This design comes from an exercise in tuning for small area, a short achievable clock period and few clock cycles on the open sky130 flow, not from production work.
Where RTL was checked, it was by simulation tests only, not by an equivalence proof against the original.
No activity file was given, so power comes from the tool's default toggle rates.

==> inputs of run a <==
Design w25n_encoder, start of the top module:
module w25n_encoder (
    input  wire        clk,
    input  wire        rst,
    input  wire        req_valid,
    output wire        req_ready,
    input  wire [31:0] req_word0,
    input  wire [31:0] req_a,
    input  wire [31:0] req_b,
    input  wire        din_valid,
    output wire        din_ready,
    input  wire [7:0]  din_data,
    output reg         dout_valid,
    output wire [7:0]  dout_data,
    output reg         res_valid,
    output wire [7:0]  res_kind,
    output wire [31:0] res_info,
    output wire [23:0] res_rec,
    output reg         bus_valid,
    output reg  [7:0]  bus_tx,
    output reg         bus_last,
    input  wire        bus_ready,
    input  wire [7:0]  bus_rx,
    input  wire        bus_err
);
Settings: LEC_CHECK=0, CAP_MARGIN=20, CORE_MARGIN=2, CORE_UTILIZATION=40, SETUP_SLACK_MARGIN=5, SLEW_MARGIN=20; clock period 10.0 ns.
run.sh (not shown) runs the stock make flow with config.mk's settings and CLKGATE_MAP_FILE= SYNTH_SCRIPT=/design/flow/synth_recipe.tcl, a recipe that flattens the netlist after the stock synthesis.
==> inputs of run b, as changes to run a <==
--- a/flow/design.v
+++ b/flow/design.v
@@ -64,17 +64,16 @@
     localparam [3:0] S_U2   = 4'd7;    
     localparam [3:0] S_U3   = 4'd8;    
     localparam [3:0] S_WR   = 4'd9;    
     localparam [3:0] S_JED  = 4'd10;   
     localparam [3:0] S_ADR  = 4'd11;   
     localparam [3:0] S_LD   = 4'd12;   
     localparam [3:0] S_RD   = 4'd13;   
     localparam [3:0] S_RDM  = 4'd14;   
-    localparam [3:0] S_CHK  = 4'd15;   
     reg [4:0] pd;
     always @(*) begin
         case (req_word0[7:0])
             8'h01: pd = T_RESET;
             8'h02: pd = T_JEDEC;
             8'h03: pd = T_WREN;
             8'h04: pd = T_WRDI;
             8'h05: pd = T_RDREG;
@@ -107,18 +106,17 @@
     reg [4:0]  T;          
     reg [31:0] A;          
     reg [31:0] B;          
     reg [31:0] R;          
     reg [11:0] S;          
     reg [15:0] cap;        
     reg [7:0]  rxq;        
     reg [3:0]  kind;
-    reg [8:0]  rs;         
-    reg        ck_oob, ck_al, ck_bz;
+    reg        ones;       
     reg        dr;         
     reg        skv;        
     reg [7:0]  skid;
     localparam [31:0] CAPACITY = 32'h1000_0000;
     wire mv   = bus_valid & bus_ready;
     wire slot = ~bus_valid | bus_ready;
     assign req_ready = (st == S_IDLE) & pv;
     assign din_ready = dr & ~skv;
@@ -165,64 +163,55 @@
     wire [7:0] ld_op = (T == T_PLOADR) ? 8'h84 : 8'h02;
     wire rw_oob  = (B > CAPACITY) || (A > CAPACITY - B);
     wire rw_al   = (A[10:0] != 11'd0) || (B[10:0] != 11'd0);
     wire er_oob  = (A > B) || (B > CAPACITY);
     wire er_al   = (A[16:0] != 17'd0) || (B[16:0] != 17'd0);
     wire more_er = (A[17:6] < B[28:17]);
     wire ld_want = (st == S_LD) &
                    ((mv & ~bus_last & (pay | (hi == 3'd2))) | (~bus_valid & pay));
+    wire okk   = (kind == K_OK);
+    wire selA  = (kind == K_BADREQ) | (kind == K_BOUNDS) | (kind == K_ALIGN) |
+                 (kind == K_ERASE) | (kind == K_PROGRAM) | (okk & scan & ~ones);
+    wire selB  = okk & ((T == T_RDATA) | (T == T_SREAD));
+    wire selJ  = okk & (T == T_JEDEC);
+    wire selRx = (kind == K_WREN) | (kind == K_WRDI) | (okk & (T == T_RDREG)) | selJ;
+    wire selU  = (kind == K_PROTECT);
+    wire selM  = okk & (T == T_BSTAT);
+    wire selC  = okk & (T == T_SCAP);
+    wire selO  = okk & scan & ones;
+    wire selR  = okk & scan & ~ones;
     wire known = ({cap[7:0], rxq} == 16'hAA22);
-    function [8:0] srcs(input [3:0] k, input [4:0] t);
-        reg okk;
-        begin
-            okk = (k == K_OK);
-            srcs[8] = (k == K_BADREQ) | (k == K_BOUNDS) | (k == K_ALIGN) |
-                      (k == K_ERASE) | (k == K_PROGRAM) | (okk & (t == T_SCANNX));
-            srcs[7] = okk & ((t == T_RDATA) | (t == T_SREAD));
-            srcs[6] = okk & (t == T_JEDEC);
-            srcs[5] = (k == K_WREN) | (k == K_WRDI) | (okk & ((t == T_RDREG) | (t == T_JEDEC)));
-            srcs[4] = (k == K_PROTECT);
-            srcs[3] = okk & (t == T_BSTAT);
-            srcs[2] = okk & (t == T_SCAP);
-            srcs[1] = 1'b0;
-            srcs[0] = okk & (t == T_SCANNX);
-        end
-    endfunction
     assign res_kind = {4'd0, kind};
-    assign res_info = ({32{rs[8]}} & A) | ({32{rs[7]}} & B) | {32{rs[1]}} |
-                      {7'd0, rs[6] & known, {16{rs[6]}} & cap, {8{rs[5]}} & rxq} |
-                      {28'd0, {4{rs[4]}} & rxq[6:3]} |
-                      {31'd0, rs[3] & (rxq == 8'hFF)} |
-                      {3'd0, rs[2], 28'd0};
-    assign res_rec  = {24{rs[0]}} & {cap, rxq};
+    assign res_info = ({32{selA}} & A) | ({32{selB}} & B) | {32{selO}} |
+                      {7'd0, selJ & known, {16{selJ}} & cap, {8{selRx}} & rxq} |
+                      {28'd0, {4{selU}} & rxq[6:3]} |
+                      {31'd0, selM & (rxq == 8'hFF)} |
+                      {3'd0, selC, 28'd0};
+    assign res_rec  = {24{selR}} & {cap, rxq};
     task go(input [3:0] ns, input [7:0] op, input lst);
         begin
             st        <= ns;
             hi        <= 3'd0;
             pay       <= 1'b0;
             bus_tx    <= op;
             bus_last  <= lst;
             bus_valid <= 1'b1;
         end
     endtask
     task fin(input [3:0] k);
         begin
             st        <= S_IDLE;
             bus_valid <= 1'b0;
             res_valid <= 1'b1;
             kind      <= k;
-            rs        <= srcs(k, T);
         end
     endtask
     always @(posedge clk) begin
         rxq <= bus_rx;
-        ck_oob <= (T == T_SERASE) ? er_oob : rw_oob;
-        ck_al  <= (T == T_SERASE) ? er_al : rw_al;
-        ck_bz  <= (T != T_SERASE) & (B == 32'd0);
         P   <= pd;
         pW  <= (pd == T_BAD) | (pd == T_RDREG) | (pd == T_WRREG);
         if (mv && !(st == S_JED && bus_last) && st != S_RDM)
             cap <= {cap[7:0], bus_rx};
         if (rst) begin
             st         <= S_IDLE;
             pv         <= 1'b0;
             bus_valid  <= 1'b0;
@@ -264,63 +253,71 @@
                         T  <= P;
                         A  <= pW ? req_word0 : req_a;
                         B  <= req_b;
                         st <= S_DISP;
                     end
                 end
                 S_DISP: begin
                     R    <= B;
+                    ones <= S[11];
                     case (T)
                         T_RESET, T_PWRDN, T_WREN, T_WRDI, T_BERASE, T_PLOAD, T_PLOADR:
                                    go(S_C1, c1_op, 1'b1);
                         T_JEDEC:   go(S_JED, 8'h9F, 1'b0);
                         T_RDREG:   go(S_RG, 8'h0F, 1'b0);
                         T_WRREG:   go(S_WR, 8'h1F, 1'b0);
                         T_PEXEC:   go(S_ADR, 8'h10, 1'b0);
                         T_PREAD:   go(S_ADR, 8'h13, 1'b0);
                         T_RDATA:   go(S_RD, 8'h03, 1'b0);
                         T_UNPROT:  go(S_U1, 8'h0F, 1'b0);
                         T_SCAP:    fin(K_OK);
                         T_SCANST: begin
                             S <= 12'd0;
                             fin(K_OK);
                         end
                         T_SCANNX: begin
-                            if (S[11]) begin
+                            if (S[11])
                                 fin(K_OK);
-                                rs <= 9'b000000010;
-                            end
                             else begin
                                 A <= {14'd0, S, 6'd0};
                                 S <= S + 12'd1;
                                 go(S_ADR, 8'h13, 1'b0);
                             end
                         end
                         T_BSTAT: begin
                             A <= {11'd0, A[31:11]};
                             go(S_ADR, 8'h13, 1'b0);
                         end
-                        T_SREAD, T_SWRITE, T_SERASE: st <= S_CHK;
+                        T_SREAD, T_SWRITE: begin
+                            if (rw_oob)
+                                fin(K_BOUNDS);
+                            else if (rw_al)
+                                fin(K_ALIGN);
+                            else if (B == 32'd0)
+                                fin(K_OK);
+                            else begin
+                                A <= {11'd0, A[31:11]};
+                                if (T == T_SREAD) go(S_ADR, 8'h13, 1'b0);
+                                else              go(S_C1, 8'h06, 1'b1);
+                            end
+                        end
+                        T_SERASE: begin
+                            if (er_oob)
+                                fin(K_BOUNDS);
+                            else if (er_al)
+                                fin(K_ALIGN);
+                            else begin
+                                A <= {11'd0, A[31:11]};
+                                go(S_C1, 8'h06, 1'b1);
+                            end
+                        end
                         default:   fin(K_BADREQ);
                     endcase
                 end
-                S_CHK: begin
-                    if (ck_oob)
-                        fin(K_BOUNDS);
-                    else if (ck_al)
-                        fin(K_ALIGN);
-                    else if (ck_bz)
-                        fin(K_OK);
-                    else begin
-                        A <= {11'd0, A[31:11]};
-                        if (T == T_SREAD) go(S_ADR, 8'h13, 1'b0);
-                        else              go(S_C1, 8'h06, 1'b1);
-                    end
-                end
                 default: begin
                     if (mv && bus_last) begin
                         if (bus_err && st != S_U2)
                             fin(K_TRANSPORT);
                         else case (st)
                             S_C1: begin
                                 if (T == T_RESET || T == T_PWRDN) fin(K_OK);
                                 else go(S_SR, 8'h0F, 1'b0);
SETUP_SLACK_MARGIN = not set   (was 5)
==> inputs of run c, as changes to run a <==
SETUP_SLACK_MARGIN = not set   (was 5)
==> run notes <==
reg2reg end=A[27]; Post-synth top cells=nand2_1, nor2_1, edfxtp_1, a21oi_1, o21ai_0; fin crit share=0.674; run status=finished clean; M1 WL=27400 µm; CP cell instances=nor2b_1 -> nand3_1 -> nor3_4 -> a221o_2 -> a221oi_1 -> nand2_1 -> clkdlybuf4s50_1; top cell type's share of synthesized area=0.282; via count=16200
# the run above: run b

==> run notes <==
run status=finished clean; fin crit share=0.491; Post-synth top cells=nor2_1, nand2_1, edfxtp_1, a21oi_1, o21ai_0; M1 WL=28100 µm
# the run above: run c

==> run notes <==
via count=16200; reg2reg end=ck_oob; Post-synth top cells=nor2_1, nand2_1, edfxtp_1, a21oi_1, o21ai_0; run status=finished clean; CP cell instances=nand2_1 -> nor4_1 -> nand4_1 -> nand2_1 -> clkdlybuf4s50_1; top cell type's share of synthesized area=0.291
# the run above: run a

Testbench counts of run a, summed over its fixed seeds: cycles 366,842.
Testbench counts of run b, summed over its fixed seeds: cycles 366,672.
Testbench counts of run c, summed over its fixed seeds: cycles 366,842.


==> inputs of v14 <==
Another version of the RTL of w25n_encoder (not shown whole).
clock: 10.0 ns
lec_check: 0
cap_margin: 20
core_margin: 2
core_utilization: 40
setup_slack_margin: 5
slew_margin: 20
standard.sh (not shown) runs the stock make flow with config.mk's settings and CLKGATE_MAP_FILE= SYNTH_SCRIPT=/design/flow/synth_recipe.tcl, a recipe that flattens the netlist after the stock synthesis.
==> flow/flow/run.sh <==
#!/bin/bash
# Own layout flow: the standard flow, with a stronger setup-repair target
# (a larger slack margin) for the steps after synthesis. Synthesis is the
# standard one, unchanged. Each tool's output goes to its own log here.
set -euo pipefail
MARGIN=$(cat flow/margin.txt)
PORTBUF=$(cat flow/portbuf.txt 2>/dev/null || true)

# 1. standard synthesis, unchanged
bash standard.sh synth > synth.log 2>&1

# 2. the rest of the standard flow with the larger margin
sed -e "s/SETUP_SLACK_MARGIN=[^ ]*/SETUP_SLACK_MARGIN=${MARGIN}/" standard.sh > layout.sh
grep -q "SETUP_SLACK_MARGIN=${MARGIN}" layout.sh
if [[ -n "$PORTBUF" ]]; then
  export BUFFER_PORTS_ARGS="-buffer_cell ${PORTBUF}"
fi
bash layout.sh finish > layout.log 2>&1
test -f out/final.def
==> flow/flow/margin.txt <==
6.5
==> v16: changes against v14 <==
--- a/flow/design.v
+++ b/flow/design.v
@@ -108,17 +108,17 @@
     reg [31:0] A;          
     reg [31:0] B;          
     reg [31:0] R;          
     reg [11:0] S;          
     reg [15:0] cap;        
     reg [7:0]  rxq;        
     reg [3:0]  kind;
     reg [8:0]  rs;         
-    reg        cy, nz;     
+    reg        ck_oob, ck_al, ck_bz;
     reg        adv;        
     reg        dr;         
     reg        skv;        
     reg [7:0]  skid;
     localparam [31:0] CAPACITY = 32'h1000_0000;
     wire mv   = bus_valid & bus_ready;
     wire slot = ~bus_valid | bus_ready;
     assign req_ready = (st == S_IDLE) & pv;
@@ -159,32 +159,20 @@
         endcase
     end
     wire [7:0] c1_op = (T == T_RESET) ? 8'hFF :
                        (T == T_PWRDN) ? 8'hB9 :
                        (T == T_WRDI)  ? 8'h04 : 8'h06;
     wire [7:0] ad_op = (T == T_BERASE || T == T_SERASE) ? 8'hD8 :
                        (T == T_PEXEC  || T == T_SWRITE) ? 8'h10 : 8'h13;
     wire [7:0] ld_op = (T == T_PLOADR) ? 8'h84 : 8'h02;
-    wire       ser   = (T == T_SERASE);
-    wire [7:0] ca    = (hi[1:0] == 2'd0) ? A[7:0]   : (hi[1:0] == 2'd1) ? A[15:8] :
-                       (hi[1:0] == 2'd2) ? A[23:16] : A[31:24];
-    wire [7:0] cb    = (hi[1:0] == 2'd0) ? B[7:0]   : (hi[1:0] == 2'd1) ? B[15:8] :
-                       (hi[1:0] == 2'd2) ? B[23:16] : B[31:24];
-    wire [8:0] csum  = {1'b0, ca} + {1'b0, cb ^ {8{ser}}} + {8'd0, cy};
-    wire       nz_n  = nz | (csum[7:0] != 8'd0);           
-    wire       b_gt_cap = (B[31:29] != 3'd0) || (B[28] && (B[27:0] != 28'd0));
-    wire       rw_oob = csum[8] | (csum[7:5] != 3'd0) |
-                        (csum[4] & (nz | (csum[3:0] != 4'd0)));
-    wire       er_oob = csum[8] | b_gt_cap;
-    wire       ck_oob = ser ? er_oob : rw_oob;
-    wire       ck_al  = ser ? ((A[16:0] != 17'd0) || (B[16:0] != 17'd0))
-                            : ((A[10:0] != 11'd0) || (B[10:0] != 11'd0));
-    wire       ck_bz  = ~ser & (B == 32'd0);
-    wire       ck_end = (hi[1:0] == 2'd3);
+    wire rw_oob  = (B > CAPACITY) || (A > CAPACITY - B);
+    wire rw_al   = (A[10:0] != 11'd0) || (B[10:0] != 11'd0);
+    wire er_oob  = (A > B) || (B > CAPACITY);
+    wire er_al   = (A[16:0] != 17'd0) || (B[16:0] != 17'd0);
     wire more_er = (A[17:6] < B[28:17]);
     wire ld_want = (st == S_LD) &
                    ((mv & ~bus_last & (pay | (hi == 3'd2))) | (~bus_valid & pay));
     wire known = ({cap[7:0], rxq} == 16'hAA22);
     function [8:0] srcs(input [3:0] k, input [4:0] t);
         reg okk;
         begin
             okk = (k == K_OK);
@@ -207,17 +195,17 @@
                       {31'd0, rs[3] & (rxq == 8'hFF)} |
                       {3'd0, rs[2], 28'd0};
     assign res_rec  = {24{rs[0]}} & {cap, rxq};
     reg [3:0] rk;
     always @(*) begin
         rk = K_OK;
         case (st)
             S_DISP: if (T == T_BAD) rk = K_BADREQ;
-            S_CHK:  rk = (ck_end & ck_oob) ? K_BOUNDS : (ck_end & ck_al) ? K_ALIGN : K_OK;
+            S_CHK:  rk = ck_oob ? K_BOUNDS : ck_al ? K_ALIGN : K_OK;
             S_SR: begin
                 if (T == T_WRDI) begin
                     if (bus_rx[1]) rk = K_WRDI;
                 end else if (!bus_rx[1]) rk = K_WREN;
             end
             S_POLL: begin
                 if (!bus_rx[0]) begin
                     if (bus_rx[2] && (T == T_BERASE || T == T_SERASE)) rk = K_ERASE;
@@ -242,37 +230,34 @@
     endtask
     task fin;
         begin
             st        <= S_IDLE;
             bus_valid <= 1'b0;
             res_valid <= 1'b1;
         end
     endtask
-    wire r_dec = take | ((st == S_RD) & ~scan & mv & ~bus_last & (pay | (hi == 3'd3)));
-    always @(posedge clk) begin
-        if (st == S_DISP)
-            R <= B;
-        else if (r_dec)
-            R <= R - 32'd1;
-    end
     always @(posedge clk) begin
         rxq    <= bus_rx;
+        ck_oob <= (T == T_SERASE) ? er_oob : rw_oob;
+        ck_al  <= (T == T_SERASE) ? er_al : rw_al;
+        ck_bz  <= (T != T_SERASE) & (B == 32'd0);
         P      <= pd;
         pW     <= (pd == T_BAD) | (pd == T_RDREG) | (pd == T_WRREG);
         pv     <= req_valid;
         if (mv && !(st == S_JED && bus_last) && st != S_RDM)
             cap <= {cap[7:0], bus_rx};
         if (st != S_IDLE) begin
             kind <= rk;
             rs   <= (st == S_DISP && scan && S[11]) ? 9'b000000010 : srcs(rk, T);
         end
         res_valid  <= 1'b0;
         dout_valid <= mv & pay & (st == S_RD);
         if (take) begin
+            R <= R - 32'd1;
             if (Z1) dr <= 1'b0;
             if (!ld_want) begin
                 skid <= din_data;
                 skv  <= 1'b1;
             end
         end
         if (ld_want) begin
             pay <= 1'b1;
@@ -294,16 +279,17 @@
                 if (pv) begin
                     T  <= P;
                     A  <= pW ? req_word0 : req_a;
                     B  <= req_b;
                     st <= S_DISP;
                 end
             end
             S_DISP: begin
+                R   <= B;
                 adv <= 1'b0;
                 case (T)
                     T_RESET, T_PWRDN, T_WREN, T_WRDI, T_BERASE, T_PLOAD, T_PLOADR:
                                go(S_C1, c1_op, 1'b1);
                     T_JEDEC:   go(S_JED, 8'h9F, 1'b0);
                     T_RDREG:   go(S_RG, 8'h0F, 1'b0);
                     T_WRREG:   go(S_WR, 8'h1F, 1'b0);
                     T_PEXEC:   go(S_ADR, 8'h10, 1'b0);
@@ -322,32 +308,22 @@
                             S <= S + 12'd1;
                             go(S_ADR, 8'h13, 1'b0);
                         end
                     end
                     T_BSTAT: begin
                         A <= {11'd0, A[31:11]};
                         go(S_ADR, 8'h13, 1'b0);
                     end
-                    T_SREAD, T_SWRITE, T_SERASE: begin
-                        hi <= 3'd0;
-                        cy <= 1'b0;
-                        nz <= 1'b0;
-                        st <= S_CHK;
-                    end
+                    T_SREAD, T_SWRITE, T_SERASE: st <= S_CHK;
                     default:   fin;    
                 endcase
             end
             S_CHK: begin
-                hi <= hn;
-                cy <= csum[8];
-                nz <= nz_n;
-                if (!ck_end)
-                    ;
-                else if (ck_oob || ck_al || ck_bz)
+                if (ck_oob || ck_al || ck_bz)
                     fin;
                 else begin
                     A <= {11'd0, A[31:11]};
                     if (T == T_SREAD) go(S_ADR, 8'h13, 1'b0);
                     else              go(S_C1, 8'h06, 1'b1);
                 end
             end
             default: begin
@@ -395,16 +371,17 @@
                         S_U2: go(S_U3, 8'h0F, 1'b0);
                         default: fin;    
                     endcase
                 end else if (mv && (st != S_LD || !(pay || hi == 3'd2))) begin
                     if (pay || (haspay && hi == hl)) begin
                         pay      <= 1'b1;
                         bus_tx   <= 8'h00;
                         bus_last <= Z1;
+                        R        <= R - 32'd1;
                     end else begin
                         hi       <= hn;
                         bus_tx   <= nb;
                         bus_last <= (hn == hl) & ~(haspay & Rnz);
                         if (st == S_LD && hn == hl && Rnz) dr <= 1'b1;
                     end
                 end
             end
==> flow/run.sh (new file) <==
#!/bin/bash
# synth_recipe.tcl (not shown) runs the flow's synth.tcl, then flattens the netlist and writes it again
# the make line also repeats each setting of config.mk as NAME=value (left out here)
make -C /OpenROAD-flow-scripts/flow DESIGN_CONFIG=/design/flow/config.mk WORK_HOME=/design/flow/orfs CLKGATE_MAP_FILE= SYNTH_SCRIPT=/design/flow/synth_recipe.tcl finish
Settings changed: CAP_MARGIN 20 to 70, SLEW_MARGIN 20 to 70.
removed: flow/flow/run.sh
removed: flow/flow/margin.txt
removed: flow/standard.sh
==> v20: changes against v14 <==
==> flow/flow/portbuf.txt (new file) <==
sky130_fd_sc_hd__buf_2
==> v33: changes against v14 <==
--- a/flow/design.v
+++ b/flow/design.v
@@ -108,17 +108,17 @@
     reg [31:0] A;          
     reg [31:0] B;          
     reg [31:0] R;          
     reg [11:0] S;          
     reg [15:0] cap;        
     reg [7:0]  rxq;        
     reg [3:0]  kind;
     reg [8:0]  rs;         
-    reg        cy, nz;     
+    reg        ck_oob, ck_al, ck_bz;
     reg        adv;        
     reg        dr;         
     reg        skv;        
     reg [7:0]  skid;
     localparam [31:0] CAPACITY = 32'h1000_0000;
     wire mv   = bus_valid & bus_ready;
     wire slot = ~bus_valid | bus_ready;
     assign req_ready = (st == S_IDLE) & pv;
@@ -159,32 +159,20 @@
         endcase
     end
     wire [7:0] c1_op = (T == T_RESET) ? 8'hFF :
                        (T == T_PWRDN) ? 8'hB9 :
                        (T == T_WRDI)  ? 8'h04 : 8'h06;
     wire [7:0] ad_op = (T == T_BERASE || T == T_SERASE) ? 8'hD8 :
                        (T == T_PEXEC  || T == T_SWRITE) ? 8'h10 : 8'h13;
     wire [7:0] ld_op = (T == T_PLOADR) ? 8'h84 : 8'h02;
-    wire       ser   = (T == T_SERASE);
-    wire [7:0] ca    = (hi[1:0] == 2'd0) ? A[7:0]   : (hi[1:0] == 2'd1) ? A[15:8] :
-                       (hi[1:0] == 2'd2) ? A[23:16] : A[31:24];
-    wire [7:0] cb    = (hi[1:0] == 2'd0) ? B[7:0]   : (hi[1:0] == 2'd1) ? B[15:8] :
-                       (hi[1:0] == 2'd2) ? B[23:16] : B[31:24];
-    wire [8:0] csum  = {1'b0, ca} + {1'b0, cb ^ {8{ser}}} + {8'd0, cy};
-    wire       nz_n  = nz | (csum[7:0] != 8'd0);           
-    wire       b_gt_cap = (B[31:29] != 3'd0) || (B[28] && (B[27:0] != 28'd0));
-    wire       rw_oob = csum[8] | (csum[7:5] != 3'd0) |
-                        (csum[4] & (nz | (csum[3:0] != 4'd0)));
-    wire       er_oob = csum[8] | b_gt_cap;
-    wire       ck_oob = ser ? er_oob : rw_oob;
-    wire       ck_al  = ser ? ((A[16:0] != 17'd0) || (B[16:0] != 17'd0))
-                            : ((A[10:0] != 11'd0) || (B[10:0] != 11'd0));
-    wire       ck_bz  = ~ser & (B == 32'd0);
-    wire       ck_end = (hi[1:0] == 2'd3);
+    wire rw_oob  = (B > CAPACITY) || (A > CAPACITY - B);
+    wire rw_al   = (A[10:0] != 11'd0) || (B[10:0] != 11'd0);
+    wire er_oob  = (A > B) || (B > CAPACITY);
+    wire er_al   = (A[16:0] != 17'd0) || (B[16:0] != 17'd0);
     wire more_er = (A[17:6] < B[28:17]);
     wire ld_want = (st == S_LD) &
                    ((mv & ~bus_last & (pay | (hi == 3'd2))) | (~bus_valid & pay));
     wire known = ({cap[7:0], rxq} == 16'hAA22);
     function [8:0] srcs(input [3:0] k, input [4:0] t);
         reg okk;
         begin
             okk = (k == K_OK);
@@ -207,17 +195,17 @@
                       {31'd0, rs[3] & (rxq == 8'hFF)} |
                       {3'd0, rs[2], 28'd0};
     assign res_rec  = {24{rs[0]}} & {cap, rxq};
     reg [3:0] rk;
     always @(*) begin
         rk = K_OK;
         case (st)
             S_DISP: if (T == T_BAD) rk = K_BADREQ;
-            S_CHK:  rk = (ck_end & ck_oob) ? K_BOUNDS : (ck_end & ck_al) ? K_ALIGN : K_OK;
+            S_CHK:  rk = ck_oob ? K_BOUNDS : ck_al ? K_ALIGN : K_OK;
             S_SR: begin
                 if (T == T_WRDI) begin
                     if (bus_rx[1]) rk = K_WRDI;
                 end else if (!bus_rx[1]) rk = K_WREN;
             end
             S_POLL: begin
                 if (!bus_rx[0]) begin
                     if (bus_rx[2] && (T == T_BERASE || T == T_SERASE)) rk = K_ERASE;
@@ -242,37 +230,34 @@
     endtask
     task fin;
         begin
             st        <= S_IDLE;
             bus_valid <= 1'b0;
             res_valid <= 1'b1;
         end
     endtask
-    wire r_dec = take | ((st == S_RD) & ~scan & mv & ~bus_last & (pay | (hi == 3'd3)));
-    always @(posedge clk) begin
-        if (st == S_DISP)
-            R <= B;
-        else if (r_dec)
-            R <= R - 32'd1;
-    end
     always @(posedge clk) begin
         rxq    <= bus_rx;
+        ck_oob <= (T == T_SERASE) ? er_oob : rw_oob;
+        ck_al  <= (T == T_SERASE) ? er_al : rw_al;
+        ck_bz  <= (T != T_SERASE) & (B == 32'd0);
         P      <= pd;
         pW     <= (pd == T_BAD) | (pd == T_RDREG) | (pd == T_WRREG);
         pv     <= req_valid;
         if (mv && !(st == S_JED && bus_last) && st != S_RDM)
             cap <= {cap[7:0], bus_rx};
         if (st != S_IDLE) begin
             kind <= rk;
             rs   <= (st == S_DISP && scan && S[11]) ? 9'b000000010 : srcs(rk, T);
         end
         res_valid  <= 1'b0;
         dout_valid <= mv & pay & (st == S_RD);
         if (take) begin
+            R <= R - 32'd1;
             if (Z1) dr <= 1'b0;
             if (!ld_want) begin
                 skid <= din_data;
                 skv  <= 1'b1;
             end
         end
         if (ld_want) begin
             pay <= 1'b1;
@@ -294,16 +279,17 @@
                 if (pv) begin
                     T  <= P;
                     A  <= pW ? req_word0 : req_a;
                     B  <= req_b;
                     st <= S_DISP;
                 end
             end
             S_DISP: begin
+                R   <= B;
                 adv <= 1'b0;
                 case (T)
                     T_RESET, T_PWRDN, T_WREN, T_WRDI, T_BERASE, T_PLOAD, T_PLOADR:
                                go(S_C1, c1_op, 1'b1);
                     T_JEDEC:   go(S_JED, 8'h9F, 1'b0);
                     T_RDREG:   go(S_RG, 8'h0F, 1'b0);
                     T_WRREG:   go(S_WR, 8'h1F, 1'b0);
                     T_PEXEC:   go(S_ADR, 8'h10, 1'b0);
@@ -322,32 +308,22 @@
                             S <= S + 12'd1;
                             go(S_ADR, 8'h13, 1'b0);
                         end
                     end
                     T_BSTAT: begin
                         A <= {11'd0, A[31:11]};
                         go(S_ADR, 8'h13, 1'b0);
                     end
-                    T_SREAD, T_SWRITE, T_SERASE: begin
-                        hi <= 3'd0;
-                        cy <= 1'b0;
-                        nz <= 1'b0;
-                        st <= S_CHK;
-                    end
+                    T_SREAD, T_SWRITE, T_SERASE: st <= S_CHK;
                     default:   fin;    
                 endcase
             end
             S_CHK: begin
-                hi <= hn;
-                cy <= csum[8];
-                nz <= nz_n;
-                if (!ck_end)
-                    ;
-                else if (ck_oob || ck_al || ck_bz)
+                if (ck_oob || ck_al || ck_bz)
                     fin;
                 else begin
                     A <= {11'd0, A[31:11]};
                     if (T == T_SREAD) go(S_ADR, 8'h13, 1'b0);
                     else              go(S_C1, 8'h06, 1'b1);
                 end
             end
             default: begin
@@ -395,16 +371,17 @@
                         S_U2: go(S_U3, 8'h0F, 1'b0);
                         default: fin;    
                     endcase
                 end else if (mv && (st != S_LD || !(pay || hi == 3'd2))) begin
                     if (pay || (haspay && hi == hl)) begin
                         pay      <= 1'b1;
                         bus_tx   <= 8'h00;
                         bus_last <= Z1;
+                        R        <= R - 32'd1;
                     end else begin
                         hi       <= hn;
                         bus_tx   <= nb;
                         bus_last <= (hn == hl) & ~(haspay & Rnz);
                         if (st == S_LD && hn == hl && Rnz) dr <= 1'b1;
                     end
                 end
             end
==> flow/run.sh (new file) <==
#!/bin/bash
# synth_recipe.tcl (not shown) runs the flow's synth.tcl, then flattens the netlist and writes it again
# the make line also repeats each setting of config.mk as NAME=value (left out here)
make -C /OpenROAD-flow-scripts/flow DESIGN_CONFIG=/design/flow/config.mk WORK_HOME=/design/flow/orfs CLKGATE_MAP_FILE= SYNTH_SCRIPT=/design/flow/synth_recipe.tcl finish
removed: flow/flow/run.sh
removed: flow/flow/margin.txt
removed: flow/standard.sh
==> notes <==
Of v16 and v20, v16 has the higher sequential cell count (gap 1).
Sequential power: v33 is higher than v16 (about 6%).
The highest worst setup slack belongs to v20, the lowest to v33.
Against v33, the core utilization of v20 is higher by 3.5 points.
Function was not checked in any run of this note: the RTL went through the layout flow alone.

[what the ideal ports hide]
No port has a modelled driver above. Below, the same layouts with a new extraction and two added sets of constraints.
Step 1 (the two cells are an assumption about what drives the block):
set clk [get_ports {clk}]
set_driving_cell -lib_cell sky130_fd_sc_hd__clkbuf_16 $clk
set_driving_cell -lib_cell sky130_fd_sc_hd__buf_2 [delete_from_list [all_inputs] $clk]
Step 2 also shifts input and output timing later by t, the mid clock arrival at the registers, as if the neighbouring blocks saw the same clock.
Three values: ideal, step 1, step 2; two values: the first two.
run	t, ns	setup WS [ns]	latest minus earliest clock arrival (ns)	slew at the worst register clock pin (ns)
run a	0.530	5.111 / 5.050 / 5.036	0.019 / 0.019	0.09 / 0.09
run b	0.517	3.259 / 3.204 / 3.525	0.015 / 0.016	0.08 / 0.08
run c	0.530	5.087 / 5.026 / 4.999	0.019 / 0.018	0.09 / 0.09
v14	0.522	5.652 / 5.652 / 5.600	0.013 / 0.013	0.08 / 0.08
v16	0.525	5.185 / 5.150 / 4.693	0.013 / 0.014	0.08 / 0.08
v20	0.520	5.801 / 5.801 / 5.390	0.021 / 0.021	0.09 / 0.09
v33	0.520	5.136 / 5.080 / 4.716	0.017 / 0.017	0.08 / 0.08
After both steps every run listed still meets setup and hold. For v16, which loses most, drivers alone change the setup slack by -0.035 ns; drivers and shift together by -0.492 ns.
